This design comes from an exercise in tuning for small area, a short achievable clock period and few clock cycles on the open sky130 flow, not from production work. For this run, only the layout was checked, not whether the RTL still works. No activity file was given, so power comes from the tool's default toggle rates.

File: flow/design.v
module frame_codec (
    input  wire        clk,
    input  wire        rst,        
    input  wire        ev_valid,
    input  wire [31:0] ev_word,
    output wire        ev_ready,
    input  wire [7:0]  rd_addr,
    output reg  [31:0] rd_data,
    output wire [7:0]  diag_cnt
);
    reg [191:0] cb;           
    reg [191:0] tb;           
    reg [15:0]  result;
    reg [10:0]  period;       
    reg         pcmd_a0;      
    reg         pcmd_05;      
    reg [2:0]   dcode;        
    reg [15:0]  diag_a;
    reg [15:0]  diag_b;
    reg [7:0]   diag_count;
    assign ev_ready = !rst;
    assign diag_cnt = diag_count;
    wire [7:0]  op  = ev_word[31:24];
    wire [7:0]  arg = ev_word[23:16];
    wire [15:0] dat = ev_word[15:0];
    wire form_n  = (ev_word[23:0] == 24'd0);
    wire form_b  = (ev_word[23:8] == 16'd0);
    wire form_ib = (ev_word[15:8] == 8'd0);
    wire form_h  = (ev_word[23:16] == 8'd0);
    wire form_s  = (ev_word[15:0] == 16'd0);
    reg       fld_ok;
    reg [4:0] fld_off;
    reg       fld_wide;
    reg       fld_s8;
    always @* begin
        fld_ok   = 1'b1;
        fld_off  = 5'd0;
        fld_wide = 1'b0;
        fld_s8   = 1'b0;
        case (arg)
            8'h00: fld_off = 5'd0;
            8'h01: fld_off = 5'd1;
            8'h02: fld_off = 5'd2;
            8'h03: begin fld_off = 5'd3;  fld_s8 = 1'b1; end
            8'h04: begin fld_off = 5'd4;  fld_s8 = 1'b1; end
            8'h05: fld_off = 5'd5;
            8'h06: fld_off = 5'd6;
            8'h07: begin fld_off = 5'd7;  fld_wide = 1'b1; end
            8'h08: begin fld_off = 5'd9;  fld_wide = 1'b1; end
            8'h09: fld_off = 5'd11;
            8'h0A: fld_off = 5'd12;
            8'h0B: fld_off = 5'd13;
            8'h0C: begin fld_off = 5'd14; fld_s8 = 1'b1; end
            8'h0D: begin fld_off = 5'd15; fld_s8 = 1'b1; end
            8'h0E: fld_off = 5'd16;
            8'h0F: fld_off = 5'd17;
            8'h10: begin fld_off = 5'd18; fld_wide = 1'b1; end
            8'h11: begin fld_off = 5'd20; fld_wide = 1'b1; end
            8'h12: begin fld_off = 5'd22; fld_wide = 1'b1; end
            8'h20: fld_off = 5'd0;
            8'h21: fld_off = 5'd1;
            8'h22: fld_off = 5'd2;
            8'h23: fld_off = 5'd3;
            8'h24: begin fld_off = 5'd4;  fld_wide = 1'b1; end
            8'h25: begin fld_off = 5'd6;  fld_wide = 1'b1; end
            8'h26: begin fld_off = 5'd8;  fld_wide = 1'b1; end
            8'h27: begin fld_off = 5'd10; fld_wide = 1'b1; end
            8'h28: begin fld_off = 5'd12; fld_wide = 1'b1; end
            8'h29: begin fld_off = 5'd14; fld_wide = 1'b1; end
            8'h2A: fld_off = 5'd16;
            8'h2B: fld_off = 5'd17;
            8'h2C: fld_off = 5'd18;
            8'h2D: fld_off = 5'd19;
            8'h2E: fld_off = 5'd20;
            8'h2F: fld_off = 5'd21;
            8'h30: begin fld_off = 5'd22; fld_wide = 1'b1; end
            default: fld_ok = 1'b0;
        endcase
    end
    reg [23:0] fsel_lo, fsel_hi, asel;
    integer i;
    always @* begin
        for (i = 0; i < 24; i = i + 1) begin
            fsel_lo[i] = fld_wide ? (fld_off == i - 1) : (fld_off == i);
            fsel_hi[i] = fld_wide && (fld_off == i);
            asel[i]    = (arg[4:0] == i);
        end
    end
    wire is_tick    = (op == 8'h02);
    wire is_txdone  = (op == 8'h03);
    wire is_period  = (op == 8'h10);
    wire is_pcmd    = (op == 8'h11);
    wire is_tbwrite = (op == 8'h12);
    wire is_rxqpop  = (op == 8'h13);
    wire is_xcack   = (op == 8'h14);
    wire is_tbfromcb= (op == 8'h15);
    wire is_cbwrite = (op == 8'h20);
    wire is_cbload  = (op == 8'h21);
    wire is_crc     = (op == 8'h22);
    wire is_verify  = (op == 8'h23);
    wire is_setcrc  = (op == 8'h24);
    wire is_get     = (op == 8'h25);
    wire is_set     = (op == 8'h26);
    wire form_ok =
        ((is_tick | is_txdone | is_rxqpop | is_xcack | is_tbfromcb |
          is_crc | is_verify | is_setcrc) & form_n) |
        (is_period & form_h) |
        (is_pcmd & form_b) |
        ((is_tbwrite | is_cbwrite) & form_ib) |
        ((is_cbload | is_get) & form_s) |
        is_set;
    wire arg_ok =
        is_period ? ((dat >= 16'd300) && (dat <= 16'd1500)) :
        is_pcmd   ? ((dat[7:0] == 8'h00) || (dat[7:0] == 8'hA0) ||
                     (dat[7:0] == 8'h05)) :
        (is_tbwrite | is_cbwrite) ? (arg <= 8'd23) :
        is_cbload ? (arg <= 8'd5) :
        (is_get | is_set) ? fld_ok :
        1'b1;
    wire accept  = ev_valid;
    wire ill_op  = accept & !form_ok;
    wire ill_arg = accept & form_ok & !arg_ok;
    wire good    = accept & form_ok & arg_ok;
    wire do_txdone  = good & is_txdone;
    wire do_period  = good & is_period;
    wire do_pcmd    = good & is_pcmd;
    wire do_tbwrite = good & is_tbwrite;
    wire do_rxqpop  = good & is_rxqpop;
    wire do_tbfromcb= good & is_tbfromcb;
    wire do_cbwrite = good & is_cbwrite;
    wire do_load    = good & is_cbload & (arg == 8'd0);
    wire do_srcempty= good & is_cbload & (arg != 8'd0);
    wire do_crc     = good & is_crc;
    wire do_verify  = good & is_verify;
    wire do_setcrc  = good & is_setcrc;
    wire do_get     = good & is_get;
    wire do_set     = good & is_set;
    reg [15:0] crc;
    reg        fb;
    integer    k;
    always @* begin
        crc = 16'hFFFF;
        for (i = 0; i < 22; i = i + 1) begin
            crc = crc ^ {8'd0, cb[8*i +: 8]};
            for (k = 0; k < 8; k = k + 1) begin
                fb  = crc[0];
                crc = (crc >> 1) ^ ({16{fb}} & 16'hA001);
            end
        end
    end
    wire crc_match = (crc == {cb[8*22 +: 8], cb[8*23 +: 8]});
    reg [7:0] get_lo, get_hi;
    always @* begin
        get_lo = 8'd0;
        get_hi = 8'd0;
        for (i = 0; i < 24; i = i + 1) begin
            get_lo = get_lo | ({8{fsel_lo[i]}} & cb[8*i +: 8]);
            get_hi = get_hi | ({8{fsel_hi[i]}} & cb[8*i +: 8]);
        end
        if (fld_s8)
            get_hi = {8{get_lo[7]}};
    end
    always @(posedge clk) begin
        if (rst) begin
            cb         <= 192'd0;
            tb         <= 192'd0;
            result     <= 16'd0;
            period     <= 11'd1000;
            pcmd_a0    <= 1'b0;
            pcmd_05    <= 1'b0;
            dcode      <= 3'd7;
            diag_a     <= 16'd0;
            diag_b     <= 16'd0;
            diag_count <= 8'd0;
        end else begin
            for (i = 0; i < 24; i = i + 1) begin
                if (do_load)
                    cb[8*i +: 8] <= tb[8*i +: 8];
                else if ((do_cbwrite & asel[i]) | (do_set & fsel_lo[i]))
                    cb[8*i +: 8] <= dat[7:0];
                else if (do_set & fsel_hi[i])
                    cb[8*i +: 8] <= dat[15:8];
            end
            if (do_setcrc)
                cb[8*22 +: 16] <= {crc[7:0], crc[15:8]};
            for (i = 0; i < 24; i = i + 1) begin
                if (do_tbfromcb)
                    tb[8*i +: 8] <= cb[8*i +: 8];
                else if (do_tbwrite & asel[i])
                    tb[8*i +: 8] <= dat[7:0];
            end
            if (do_get)
                result <= {get_hi, get_lo};
            else if (do_crc)
                result <= crc;
            else if (do_verify)
                result <= {15'd0, crc_match};
            if (do_period)
                period <= dat[10:0];
            if (do_pcmd) begin
                pcmd_a0 <= dat[7];
                pcmd_05 <= dat[0];
            end
            if (ill_op | ill_arg | do_txdone | do_rxqpop | do_srcempty) begin
                dcode      <= ill_op    ? 3'd0 :
                              ill_arg   ? 3'd1 :
                              do_txdone ? 3'd2 :
                              do_rxqpop ? 3'd3 : 3'd4;
                diag_a     <= {(ill_op | ill_arg) ? op : 8'd0, arg};
                diag_b     <= dat;
                diag_count <= diag_count + 8'd1;
            end
        end
    end
    wire [7:0] dcode_val = (dcode == 3'd7) ? 8'd0 : {5'b00110, dcode};
    always @* begin
        rd_data = 32'd0;
        case (rd_addr)
            8'h01: rd_data = {21'd0, period};
            8'h02: rd_data = {24'd0, pcmd_a0, 1'b0, pcmd_a0, 2'b00, pcmd_05, 1'b0, pcmd_05};
            8'h03: rd_data = {16'd0, result};
            8'h04: rd_data = {24'd0, dcode_val};
            8'h05: rd_data = {16'd0, diag_a};
            8'h06: rd_data = {16'd0, diag_b};
            default: begin
                if (rd_addr >= 8'h40 && rd_addr <= 8'h57)
                    rd_data = {24'd0, tb[8*(rd_addr[4:0]) +: 8]};
                else if (rd_addr >= 8'h60 && rd_addr <= 8'h77)
                    rd_data = {24'd0, cb[8*(rd_addr[4:0]) +: 8]};
            end
        endcase
    end
endmodule
File: flow/run.sh
#!/bin/bash
# synth_recipe.tcl (not shown) runs the flow's synth.tcl, then flattens the netlist and writes it again
# the make line also repeats each setting of config.mk as NAME=value (left out here)
make -C /OpenROAD-flow-scripts/flow DESIGN_CONFIG=/design/flow/config.mk WORK_HOME=/design/flow/orfs CLKGATE_MAP_FILE= SYNTH_SCRIPT=/design/flow/synth_recipe.tcl finish
File: flow/config.mk
export PLATFORM = sky130hd
export DESIGN_NAME = frame_codec
export DESIGN_NICKNAME = frame_codec
export VERILOG_FILES = /design/flow/design.v
export SDC_FILE = /design/flow/constraint.sdc
export NUM_CORES = 4
export LEC_CHECK = 0
export ABC_AREA = 0
export CAP_MARGIN = 20
export CORE_MARGIN = 2
export CORE_UTILIZATION = 40
export PLACE_DENSITY = 0.6
export SLEW_MARGIN = 20
File: flow/constraint.sdc
create_clock -name core_clock -period 8.0 [get_ports {clk}]
set_input_delay 1.6000 -clock core_clock [delete_from_list [all_inputs] [get_ports {clk}]]
set_output_delay 1.6000 -clock core_clock [all_outputs]
set_load 0.01 [all_outputs]
==> summary.txt <==
flip-flops by register name, indices dropped and copies added, names as in the netlist:
name	cells
cb	192
tb	192
diag_a	16
diag_b	16
result	16
period	11
diag_count	8
dcode	3
pcmd_05	1
pcmd_a0	1
Yosys cell counts, types with 5 or more instances:
cell type  number  share of area
and2_1         19         0.0035
nor3_1         45         0.0066
or3_1          10         0.0018
xnor3_2        13         0.0091
or4_1           5         0.0011
a41oi_1         5         0.0013
mux2i_1        66          0.019
xor3_1         14         0.0098
buf_4          20         0.0044
mux4_2        114          0.076
a21oi_1       444          0.065
o21ai_0        83          0.012
xnor2_1       192          0.050
nor4_1         11         0.0020
a222oi_1       40          0.012
clkbuf_8        6         0.0024
ha_1           12         0.0044
a31oi_1        20         0.0037
dfxtp_1       456           0.27
nor2_1        322          0.036
a32oi_1        13         0.0034
o2111ai_1       8         0.0021
xnor3_1        77          0.051
a211oi_1      163          0.036
nand3_1        89          0.013
nand4_1        28         0.0052
buf_2          22         0.0032
inv_1          26         0.0029
nand2_1       398          0.044
nand2b_1        7         0.0013
a22o_1         30         0.0077
a221oi_1       48          0.012
o31ai_1         6         0.0013
mux2_2        157          0.052
xor3_2          5         0.0037
a22oi_1       278          0.061
xnor2_2        14         0.0067
buf_1          47         0.0052
clkbuf_1      311          0.034
nor2b_1        18         0.0033
xnor3_4         9         0.0070
a221o_1         8         0.0024
xor2_1         76          0.020
or2_2           6         0.0011
and3_1         25         0.0046
stage by stage:
stage | power (W) | hold WS (ps) | util
final | 0.00557 | 450 | 0.455
after global routing | 0.00566 | 478 | 0.455
after CTS | 0.00554 | 454 | 0.454
after detailed placement | 0.00289 | 447 | 0.432
after global placement | 0.00290 | 440 | 0.432
after floorplan | 0.00267 | 431 | -
area by class of cell:
type | count | area [um2] | area share
diodes | 10 | 25.0 | 0.000656
clock buffers | 80 | 1580 | 0.0414
clock inverters | 20 | 307 | 0.00803
inverters | 26 | 97.6 | 0.00256
multi-input cells | 2975 | 23100 | 0.606
flip-flops and latches | 456 | 9130 | 0.239
well taps | 1134 | 1420 | 0.0372
repair buffers | 304 | 2490 | 0.0653
cell families after synthesis:
logic type	Yosys count	synth area share
adder cells (fa/ha/maj)	12	0.00442
multiplexers	338	0.148
flip-flops	456	0.269
buffers and inverters	438	0.0554
AND/OR/NAND/NOR	1002	0.128
other	1	0.000110
XOR/XNOR	405	0.160
AO/OA/AOI/OAI	1202	0.235
power breakdown:
group	internal (W)	switching, W
Sequential	0.00228	0.00000870
Clock	0.00157	0.00113
Combinational	0.000184	0.000397
Total	0.00403	0.00154
worst max-delay path by stage:
| stage | cells past startpoint | endpoint | startpoint | slack, ps |
|---|---|---|---|---|
| after global placement | 16 | result[12] | ev_word[17] | 1160 |
| after floorplan | 8 | rd_data[2] | rd_addr[0] | 1640 |
| after global routing | 12 | rd_data[6] | rd_addr[0] | 1160 |
| after detailed placement | 16 | result[11] | ev_word[17] | 1060 |
| final | 11 | rd_data[6] | rd_addr[1] | 1270 |
| after CTS | 12 | rd_data[6] | rd_addr[0] | 1440 |
layer usage:
layer	vias up	track usage	wire [um]
met5	-	0	62
met4	10	0.361	19600
met3	787	0.147	25900
met2	2833	0.645	81800
met1	17049	0.563	74400
li1	14247	-	-
critical path: cells and delay by family:
kind | cells | cell delay [ps]
buffers and inverters | 4 | 1490
multiplexers | 2 | 1070
AO/OA/AOI/OAI | 3 | 650
AND/OR/NAND/NOR | 2 | 270
==> flow_summary.toml <==
[logic_synthesis]
synth_edf_count = 0
synthFlopType = "dfxtp_1"
synth_area_um2 = 33900
ys_seq_area_frac = 0.269
netlist-cell-type-count = 84
syn_avg_cell_area_um2 = 8.81
synthArstFlopShare = 0
postSynthCellCount = 3854
synth_seq_cells = 456
yosys_warnings = 1

[cells_and_area]
layout.nets = 3873
fillCellCount = 8213
layout-drive-gt1-share = 0.179
layout_commonest_cell = "dfxtp_1"
finalInstanceArea_um2 = 38200
stdcell_count = 5005
mostFrequentLayoutCells = "456 x dfxtp_1, 442 x a21oi_1, 398 x nand2_1, 317 x nor2_1, 278 x a22oi_1"
area_delta_synth_final_pct = 12.4

[floorplanning]
num_io_pins = 84
die_height_um = 295
start_util = 0.405
die_w_um = 295
row_count = 106
core_um2 = 83800
die_area_um2 = 87200

[setup_path]
cp.required_ps = 6400
cp-end-kind = "primary output"
cp_max_fo = 47
critPathMaxStageDelay_ps = 590
crit_arrival_ps = 5130
reg2reg_depth = 11
worstSetupPathType = "input pin to primary output"
timing.rr.start = "cb[22]"
crit_chain = "buf_4 -> buf_12 -> mux4_2 -> mux2i_1 -> o21ai_0 -> nand2_1 -> inv_1 -> a221oi_1 -> a31o_2 -> nand3_1 -> clkdlybuf4s50_1"
cpMaxStageDelayCell = "buf_4"
r2r_end = "cb[184]"
cp-start-kind = "input pin"
r2r_slack_ps = 2220

[detailed_routing]
drt_first_pass_iters = 9
num_vias = 34926
drtIter0Drc = 6200
routedWlPerCell_um = 40.3
via_per_inst = 6.98
finalWirelength_mm = 202
final_antenna_net_count = 0
drc = 0

[global_routing]
antenna_found_initial = 24
grt_max_degree = 107
grt_pass1_wl_mm = 273
grt_usage = 0.454
grt_overflow = 0
grt_pass1_vias = 31874

[min_path]
worstHoldStart = "diag_b[8]"
hold_depth = 2
holdPathEnd = "diag_b[8]"
worstHoldPathType = "flop to flop"

[placement]
gp_congestion = 1.12
placed_area_um2 = 36200
dp_hpwl_mm = 147
port_buffers = 67
pre_cts_slack_ps = 1060
placed_cells = 4892

[timing]
hold_violations = 0
worst_pin_slew_ps = 1220
max_slew_margin = 0.189
fmax_ghz = 0.149
layout_worst_path_cycle_share = 0.841
slew_violations = 0
fin_ws_ps = 1270
rsz0062_at_grt = "no"
fin_setup_tns_ps = 0
post-route-min-period_ps = 6730
finalSetupViolations = 0
skew_ps = 28.7

[clock_tree]
cts_setup_buffers = 0
cts_buffers = 55
htree_levels = 2
insertion_delay_ps = 670
path_clk_slew_ps = 60
cts_hold_buffers = 0
cts_tree = "yes"
cts.sinks = 456
cts_resized = 0
clk_path_buf_depth = 3
root_buffer = "clkbuf_16"

[status]
status = "finished clean"

[power]
p_leak_nw = 13.5
ir_drop_mv = 0.163
p_per_area_nw_per_um2 = 146

[flow_run]
maxCapViolCount = 0

==> separate check: timing with driven ports <==
Ports are ideal in the flow. The routed layout listed here was re-timed in OpenROAD.
Step 1, drivers: a clkbuf_16 drives clk and a buf_2 each remaining input, both assumed.
Step 2 moves the port delays by t, midway between the first and last clock arrival at a register: inputs arrive t later, outputs are due t later. That takes back most of the time a late clock gives input paths.
Slacks: ideal / step 1 / step 2; pairs: ideal / step 1.
shift t [ns]: 0.722
slack for setup (ns): 1.270 / 1.231 / 0.727
worst setup path at the end: input to register
slew at the worst register clock pin (ns): 0.07 / 0.07
pins driven straight from the clock port: 1
After both steps setup and hold are still met in this run. The setup slack of this run moves by -0.039 ns with the drivers and by -0.543 ns with both steps.
